Background: an optimization exercise with open tools, aiming at small area, a short achievable clock period and few clock cycles. Do not read the settings as production practice.
RTL that was checked went through simulation tests only; none was proved equivalent to the original.
Power figures rest on the tool's default switching activity, not on a simulated workload.

raven:
==> flow/design.v <==
module cs281_dl_rx (
    input  wire       clk,
    input  wire       rst,         
    input  wire       in_valid,
    input  wire [7:0] in_data,
    output wire       in_ready,
    output wire       ev_valid,
    input  wire       ev_ready,
    output wire [1:0] ev_kind,
    output wire [7:0] ev_data,
    output wire       ev_last,
    output wire [7:0] fault
);
    localparam [7:0] START = 8'h7B;
    localparam [7:0] STOP  = 8'h7D;
    localparam [7:0] ESC   = 8'h5C;
    localparam integer N  = 64;         
    localparam integer RP = 19;         
    localparam integer SQ = 6;          
    localparam [5:0] DR_AL = N - RP;    
    localparam [5:0] DW_EM = 1 - RP;    
    localparam [1:0] KIND_BYTE     = 2'd0;
    localparam [1:0] KIND_EMPTY    = 2'd1;
    localparam [1:0] KIND_MISMATCH = 2'd2;
    localparam [1:0] KIND_FRAMING  = 2'd3;
    reg  [7:0] ring [0:N-1];
    reg  [5:0] dr, dw;
    reg        rempty;
    reg        dwem;                    
    reg        full;                    
    reg        qe;                      
    reg        p_esc, p_hi0;            
    reg        wpar;                    
    reg        q0s;                     
    reg        f_any, f_ovf;            
    reg  [SQ-1:0] sq;                   
    reg  [SQ-1:0] th;                   
    reg        r_pos0, r_esc, r_emit, r_stop;    
    reg        fc_start, fc_esc, fc_rc, fc_la;   
    reg        in_ready_q;
    reg        wr_ok_q;                 
    reg        wr_en_q;                 
    reg        ev_valid_q, skip_q;      
    reg  [1:0] ev_kind_q;
    reg        ev_last_q;
    wire qfull   = full && !th[0];
    wire accept  = in_valid && in_ready_q;
    wire wr      = in_valid && wr_en_q;
    wire comp    = (in_data == STOP) && !qe && !p_esc;
    wire push    = wr && comp;
    wire good    = p_hi0 && !wpar;
    wire consume = skip_q || (ev_valid_q && ev_ready);
    wire pop     = skip_q && r_stop;    
    integer i;
    always @(posedge clk) begin
        ring[0] <= wr_ok_q ? in_data : ring[N-1];
        for (i = 1; i < N; i = i + 1)
            ring[i] <= ring[i-1];
    end
    wire rempty_n = !wr && (rempty || (consume && dwem));
    wire dw1_n    = wr || (dw == 6'd2);
    wire dr1_n    = !(wr && rempty) && !consume && (dr == 6'd2);
    wire wr_ok_n  = rempty_n || (dw1_n && !dr1_n);
    always @(posedge clk) begin
        if (rst) begin
            rempty <= 1'b1;
        end else begin
            rempty <= rempty_n;
        end
        dw   <= wr ? 6'd1 : dw - 6'd1;
        dr   <= (wr && rempty) ? 6'd0 : consume ? dr : dr - 6'd1;
        dwem <= !wr && (dw == DW_EM + 6'd1);
        if (rst)
            full <= 1'b0;
        else if (wr && !consume)
            full <= !rempty && (dr == 6'd2);     
        else if (consume && !wr)
            full <= 1'b0;
    end
    wire f_any_n = f_any || (accept && (qfull || (comp && !q0s)));
    wire full_n  = (wr && !consume) ? (!rempty && (dr == 6'd2))
                 : (consume && !wr) ? 1'b0 : full;
    wire th0_n   = push || (pop ? th[1] : th[0]);
    wire qfull_n = full_n && !th0_n;
    always @(posedge clk) begin
        if (rst) begin
            qe    <= 1'b1;
            f_any <= 1'b0;
            f_ovf <= 1'b0;
            in_ready_q <= 1'b1;
            wr_ok_q    <= 1'b1;
            wr_en_q    <= 1'b1;
        end else begin
            f_any <= f_any_n;
            if (accept && qfull) f_ovf <= 1'b1;
            in_ready_q <= !f_any_n && !th[SQ-2] && (qfull_n || wr_ok_n);
            wr_ok_q    <= wr_ok_n;
            wr_en_q    <= !f_any_n && !th[SQ-2] && !qfull_n && wr_ok_n;
            if (wr) begin
                qe   <= comp;
                wpar <= !qe && (wpar ^ (^in_data));
            end
        end
    end
    always @(posedge clk) begin
        if (wr) begin
            p_esc <= (in_data == ESC);
            p_hi0 <= (in_data[7:1] == 7'd0);
            if (qe) q0s <= (in_data == START);
        end
    end
    integer k;
    always @(posedge clk) begin
        if (rst) begin
            th <= {SQ{1'b0}};
        end else if (push && !pop) begin
            th <= {th[SQ-2:0], 1'b1};
        end else if (pop && !push) begin
            th <= {1'b0, th[SQ-1:1]};
        end
        for (k = 0; k < SQ; k = k + 1) begin
            if (push && (pop ? (th[k] && (k == SQ-1 || !th[k+1]))
                             : ((k == 0 || th[k-1]) && !th[k])))
                sq[k] <= good;
            else if (pop)
                sq[k] <= (k == SQ-1) ? 1'b0 : sq[k+1];
        end
    end
    wire [7:0] m0 = ring[RP-1];
    wire [7:0] m1 = ring[RP-2];
    wire [7:0] m2 = ring[RP-3];
    wire [7:0] m3 = ring[RP-4];
    wire m0_esc  = (m0 == ESC);
    wire m1_esc  = (m1 == ESC);
    wire nf_start = (m0 == START);
    wire nf_esc   = m0_esc;
    wire nf_rc    = (m1 == STOP) && !m0_esc;
    wire nf_la    = ((m2 == STOP) && !m1_esc) || (m1_esc && (m3 == STOP) && (m2 != ESC));
    always @(posedge clk) begin
        fc_start <= nf_start;
        fc_esc   <= nf_esc;
        fc_rc    <= nf_rc;
        fc_la    <= nf_la;
    end
    reg a_pos0, a_esc, a_emit, a_stop;
    always @(*) begin
        a_pos0 = 1'b0;
        a_esc  = r_esc;
        a_emit = r_emit;
        a_stop = 1'b0;
        if (r_stop) begin
            a_pos0 = 1'b1; a_esc = 1'b0; a_emit = 1'b0;
        end else if (r_pos0) begin
            a_stop = !fc_start || fc_rc;
        end else if (fc_rc) begin
            a_stop = 1'b1;
        end else if (!r_esc && fc_esc) begin
            a_esc = 1'b1;
        end else begin
            a_esc = 1'b0;
            if (sq[0]) a_emit = 1'b1;
        end
    end
    function automatic [3:0] beat;      
        input pos0, esc, emitd, stop, g;
        begin
            beat = 4'b0_00_1;
            if (stop) begin
                beat = 4'b0_00_1;
            end else if (pos0) begin
                beat = {1'b1, nf_start ? KIND_MISMATCH : KIND_FRAMING, 1'b1};
                if (nf_start && !nf_rc) beat[3] = 1'b0;
            end else if (nf_rc) begin
                beat = {!g || !emitd, g ? KIND_EMPTY : KIND_MISMATCH, 1'b1};
            end else if (esc || !nf_esc) begin
                beat = {g, KIND_BYTE, nf_la};
            end
        end
    endfunction
    wire       act1 = !dwem && (th[1] || (th[0] && !r_stop));
    wire       g1   = r_stop ? sq[1] : sq[0];
    wire [3:0] b1   = beat(a_pos0, a_esc, a_emit, a_stop, g1);
    wire       act0 = !rempty && th[0] && (dr == DR_AL + 6'd1);
    wire [3:0] b0   = beat(r_pos0, r_esc, r_emit, r_stop, sq[0]);
    always @(posedge clk) begin
        if (rst) begin
            r_pos0 <= 1'b1;
            r_esc  <= 1'b0;
            r_emit <= 1'b0;
            r_stop <= 1'b0;
            ev_valid_q <= 1'b0;
            skip_q     <= 1'b0;
        end else begin
            if (consume) begin
                r_pos0 <= a_pos0;
                r_esc  <= a_esc;
                r_emit <= a_emit;
                r_stop <= a_stop;
            end
            ev_valid_q <= consume ? (act1 &&  b1[3]) : (act0 &&  b0[3]);
            skip_q     <= consume ? (act1 && !b1[3]) : (act0 && !b0[3]);
        end
        ev_kind_q <= consume ? b1[2:1] : b0[2:1];
        ev_last_q <= consume ? b1[0]   : b0[0];
    end
    assign in_ready = in_ready_q;
    assign ev_valid = ev_valid_q;
    assign ev_kind  = ev_kind_q;
    assign ev_data  = ring[RP];
    assign ev_last  = ev_last_q;
    assign fault    = {2'b00, f_any, f_ovf, 4'b0000};
endmodule
clock: 8.0 ns
lec_check: 0
abc_clock_period_in_ps: 2500
cap_margin: 20
core_margin: 2
core_utilization: 40
cts_buf_list: sky130_fd_sc_hd__clkbuf_16
cts_cluster_diameter: 100
cts_cluster_size: 30
place_density: 0.6
slew_margin: 20
standard.sh (not shown) runs the stock make flow with config.mk's settings and CLKGATE_MAP_FILE= SYNTH_SCRIPT=/design/flow/synth_recipe.tcl, a recipe that flattens the netlist after the stock synthesis.
==> flow/flow/run.sh <==
#!/bin/bash
# Standard layout, with a tighter timing-repair target and faster port buffers.
set -euo pipefail
bash standard.sh SETUP_SLACK_MARGIN=5.3 "BUFFER_PORTS_ARGS=-buffer_cell sky130_fd_sc_hd__buf_2" finish > standard_flow.log 2>&1
Testbench counts of raven, summed over its fixed seeds: cycles 24,382.
The following lists how fjord was set up differently from raven:
diff --git a/flow/design.v b/flow/design.v
--- a/flow/design.v
+++ b/flow/design.v
@@ -36,26 +36,24 @@
     reg  [SQ-1:0] sq;                   
     reg  [SQ-1:0] th;                   
     reg        r_pos0, r_esc, r_emit, r_stop;    
     reg        fc_start, fc_esc, fc_rc, fc_la;   
     reg        in_ready_q;
-    reg        wr_ok_q;                 
-    reg        wr_en_q;                 
     reg        ev_valid_q, skip_q;      
     reg  [1:0] ev_kind_q;
     reg        ev_last_q;
     wire qfull   = full && !th[0];
     wire accept  = in_valid && in_ready_q;
-    wire wr      = in_valid && wr_en_q;
+    wire wr      = accept && !qfull;
     wire comp    = (in_data == STOP) && !qe && !p_esc;
     wire push    = wr && comp;
     wire good    = p_hi0 && !wpar;
     wire consume = skip_q || (ev_valid_q && ev_ready);
     wire pop     = skip_q && r_stop;    
     integer i;
     always @(posedge clk) begin
-        ring[0] <= wr_ok_q ? in_data : ring[N-1];
+        ring[0] <= wr ? in_data : ring[N-1];
         for (i = 1; i < N; i = i + 1)
             ring[i] <= ring[i-1];
     end
     wire rempty_n = !wr && (rempty || (consume && dwem));
     wire dw1_n    = wr || (dw == 6'd2);
@@ -86,18 +84,14 @@
         if (rst) begin
             qe    <= 1'b1;
             f_any <= 1'b0;
             f_ovf <= 1'b0;
             in_ready_q <= 1'b1;
-            wr_ok_q    <= 1'b1;
-            wr_en_q    <= 1'b1;
         end else begin
             f_any <= f_any_n;
             if (accept && qfull) f_ovf <= 1'b1;
             in_ready_q <= !f_any_n && !th[SQ-2] && (qfull_n || wr_ok_n);
-            wr_ok_q    <= wr_ok_n;
-            wr_en_q    <= !f_any_n && !th[SQ-2] && !qfull_n && wr_ok_n;
             if (wr) begin
                 qe   <= comp;
                 wpar <= !qe && (wpar ^ (^in_data));
             end
         end
==> run notes <==
[fjord] clock-cell share of area rose 0.27 points relative to raven
Sequential cell count (higher): raven
The lower combinational share of power came out of fjord.
Compared with raven, in fjord highest fanout seen on the critical path went up 3, summed area of non-filler cells in the final layout held.
The destination of the critical timing path comes out ev_data[0] in one run and th[0] in the other, namely in raven and fjord respectively.
No functional check of the RTL was part of fjord.

========
cs281_dl_rx, a different RTL version from the one above (not shown whole).
For scale: ~870 cells after synthesis, ~570 flip-flops, about 33 I/O pins.
export LEC_CHECK = 0
export ABC_CLOCK_PERIOD_IN_PS = 2500
export CAP_MARGIN = 20
export CORE_MARGIN = 2
export CORE_UTILIZATION = 40
export CTS_BUF_LIST = sky130_fd_sc_hd__clkbuf_16
export CTS_CLUSTER_DIAMETER = 100
export CTS_CLUSTER_SIZE = 30
export PLACE_DENSITY = 0.6
export SLEW_MARGIN = 20
create_clock -name core_clock -period 8.0 [get_ports {clk}]
Scripts as last shown in full above: flow/flow/run.sh
Testbench counts at the start, summed over its fixed seeds: cycles 24,382.
Rerun with:
--- a/flow/design.v
+++ b/flow/design.v
@@ -21,39 +21,40 @@
     localparam [5:0] DW_EM = 1 - RP;    
     localparam [1:0] KIND_BYTE     = 2'd0;
     localparam [1:0] KIND_EMPTY    = 2'd1;
     localparam [1:0] KIND_MISMATCH = 2'd2;
     localparam [1:0] KIND_FRAMING  = 2'd3;
     reg  [7:0] ring [0:N-1];
     reg  [5:0] dr, dw;
     reg        rempty;
-    reg        dwem;                    
+    reg        al, dw1, dr1, dwem;      
     reg  [6:0] qlen;                    
     reg        qe;                      
     reg        p_esc, p_par, p_hi0, p_b0;    
     reg        wesc, wpar;              
     reg        q0s;                     
     reg        f_any, f_ovf;            
     reg  [SQ-1:0] sq;                   
     reg  [SQ-1:0] th;                   
     reg        r_pos0, r_esc, r_emit, r_stop;    
     reg        fc_start, fc_esc, fc_rc, fc_la;   
     reg        in_ready_q;
     reg        ev_valid_q, skip_q;      
     reg  [1:0] ev_kind_q;
     reg        ev_last_q;
-    wire qfull   = qlen[6] && !qe;
+    wire qfull   = qlen[6];
     wire accept  = in_valid && in_ready_q;
     wire wr      = accept && !qfull;
     wire comp    = (in_data == STOP) && !qe && !p_esc;
     wire push    = wr && comp;
     wire good    = p_hi0 && (p_b0 == wpar);
     wire consume = skip_q || (ev_valid_q && ev_ready);
-    wire pop     = skip_q && r_stop;    
+    wire pop1    = r_stop || (r_pos0 && !fc_start);     
+    wire pop     = consume && pop1;
     integer i;
     always @(posedge clk) begin
         ring[0] <= wr ? in_data : ring[N-1];
         for (i = 1; i < N; i = i + 1)
             ring[i] <= ring[i-1];
     end
     wire rempty_n = !wr && (rempty || (consume && dwem));
     wire dw1_n    = wr || (dw == 6'd2);
@@ -62,40 +63,50 @@
     always @(posedge clk) begin
         if (rst) begin
             rempty <= 1'b1;
         end else begin
             rempty <= rempty_n;
         end
         dw   <= wr ? 6'd1 : dw - 6'd1;
         dr   <= (wr && rempty) ? 6'd0 : consume ? dr : dr - 6'd1;
+        dw1  <= dw1_n;
+        dr1  <= dr1_n;
         dwem <= !wr && (dw == DW_EM + 6'd1);
+        al   <= !(wr && rempty) && (consume || (dr == DR_AL + 6'd1));
     end
     wire f_any_n = f_any || (accept && (qfull || (comp && !q0s)));
-    wire qfull_n = wr ? (!comp && !qe && (qlen == 7'd63)) : qfull;
-    always @(posedge clk) begin
-        if (rst) begin
+    wire qfull_n = qfull || (wr && !comp && (qlen == 7'd63));
+    always @(posedge clk) begin
+        if (rst) begin
+            qlen  <= 7'd0;
             qe    <= 1'b1;
+            wesc  <= 1'b0;
+            wpar  <= 1'b0;
             f_any <= 1'b0;
             f_ovf <= 1'b0;
             in_ready_q <= 1'b1;
         end else begin
             f_any <= f_any_n;
             if (accept && qfull) f_ovf <= 1'b1;
             in_ready_q <= !f_any_n && !th[SQ-2] && (qfull_n || wr_ok_n);
             if (wr) begin
-                qe   <= comp;
-                qlen <= qe ? 7'd1 : qlen + 7'd1;
-                if (qe) begin
+                if (comp) begin
+                    qlen <= 7'd0;
+                    qe   <= 1'b1;
                     wesc <= 1'b0;
                     wpar <= 1'b0;
-                end else if (qlen != 7'd1) begin
-                    if (wesc)       begin wpar <= wpar ^ p_par; wesc <= 1'b0; end
-                    else if (p_esc) wesc <= 1'b1;
-                    else            wpar <= wpar ^ p_par;
+                end else begin
+                    qlen <= qlen + 7'd1;
+                    qe   <= 1'b0;
+                    if (!qe && qlen != 7'd1) begin
+                        if (wesc)       begin wpar <= wpar ^ p_par; wesc <= 1'b0; end
+                        else if (p_esc) wesc <= 1'b1;
+                        else            wpar <= wpar ^ p_par;
+                    end
                 end
             end
         end
     end
     always @(posedge clk) begin
         if (wr) begin
             p_esc <= (in_data == ESC);
             p_par <= ^in_data;
@@ -141,17 +152,18 @@
     always @(*) begin
         a_pos0 = 1'b0;
         a_esc  = r_esc;
         a_emit = r_emit;
         a_stop = 1'b0;
         if (r_stop) begin
             a_pos0 = 1'b1; a_esc = 1'b0; a_emit = 1'b0;
         end else if (r_pos0) begin
-            a_stop = !fc_start || fc_rc;
+            a_pos0 = !fc_start;
+            a_stop = fc_start && fc_rc;
         end else if (fc_rc) begin
             a_stop = 1'b1;
         end else if (!r_esc && fc_esc) begin
             a_esc = 1'b1;
         end else begin
             a_esc = 1'b0;
             if (sq[0]) a_emit = 1'b1;
         end
@@ -167,18 +179,18 @@
                 if (nf_start && !nf_rc) beat[3] = 1'b0;
             end else if (nf_rc) begin
                 beat = {!g || !emitd, g ? KIND_EMPTY : KIND_MISMATCH, 1'b1};
             end else if (esc || !nf_esc) begin
                 beat = {g, KIND_BYTE, nf_la};
             end
         end
     endfunction
-    wire       act1 = !dwem && (th[1] || (th[0] && !r_stop));
-    wire       g1   = r_stop ? sq[1] : sq[0];
+    wire       act1 = !dwem && (th[1] || (th[0] && !pop1));
+    wire       g1   = pop1 ? sq[1] : sq[0];
     wire [3:0] b1   = beat(a_pos0, a_esc, a_emit, a_stop, g1);
     wire       act0 = !rempty && th[0] && (dr == DR_AL + 6'd1);
     wire [3:0] b0   = beat(r_pos0, r_esc, r_emit, r_stop, sq[0]);
     always @(posedge clk) begin
         if (rst) begin
             r_pos0 <= 1'b1;
             r_esc  <= 1'b0;
             r_emit <= 1'b0;
The changed run passed the timing, DRC and antenna checks.
Cell area came out higher by 0.46%.
Wire length drops by about 1.7%.
Count of clock-buffer cells in the layout stays the same.
Setup slack degrades by 41 ps.
Area after synthesis came out lower by about 0.8%.
Critical path depth rose by 6.
Function not checked in the second run of this note: the RTL went through the layout flow alone.

static timing again, ports no longer ideal:
The results above use ideal ports. As a check the final layouts listed here were re-extracted and re-timed, cells and wires unchanged. Step 1 (the two cells are an assumption about what drives the block):
set clk [get_ports {clk}]
set_driving_cell -lib_cell sky130_fd_sc_hd__clkbuf_16 $clk
set_driving_cell -lib_cell sky130_fd_sc_hd__buf_2 [delete_from_list [all_inputs] $clk]
Step 2 times the ports against the registers' clock, not the clock port: input delays grow and output delays shrink by t, the midpoint of the rising clock arrivals with the driver on. a / b / c = no drivers / after step 1 / after step 2; a / b = the first two.
run	t, ns	slack for setup (ns)	worst setup path after step 2	cell pins on the clock port's net
raven	0.571	5.353 / 5.309 / 4.823	input to register	1
fjord	0.577	5.235 / 5.233 / 4.656	input to register	1
the first run of note 2	0.577	5.361 / 5.315 / 4.832	input to register	1
the second run of note 2	0.577	5.320 / 5.310 / 4.751	input to register	1
After both steps setup and hold are still met in every run listed. For fjord, which loses most, drivers alone change the setup slack by -0.002 ns; drivers and shift together by -0.579 ns.
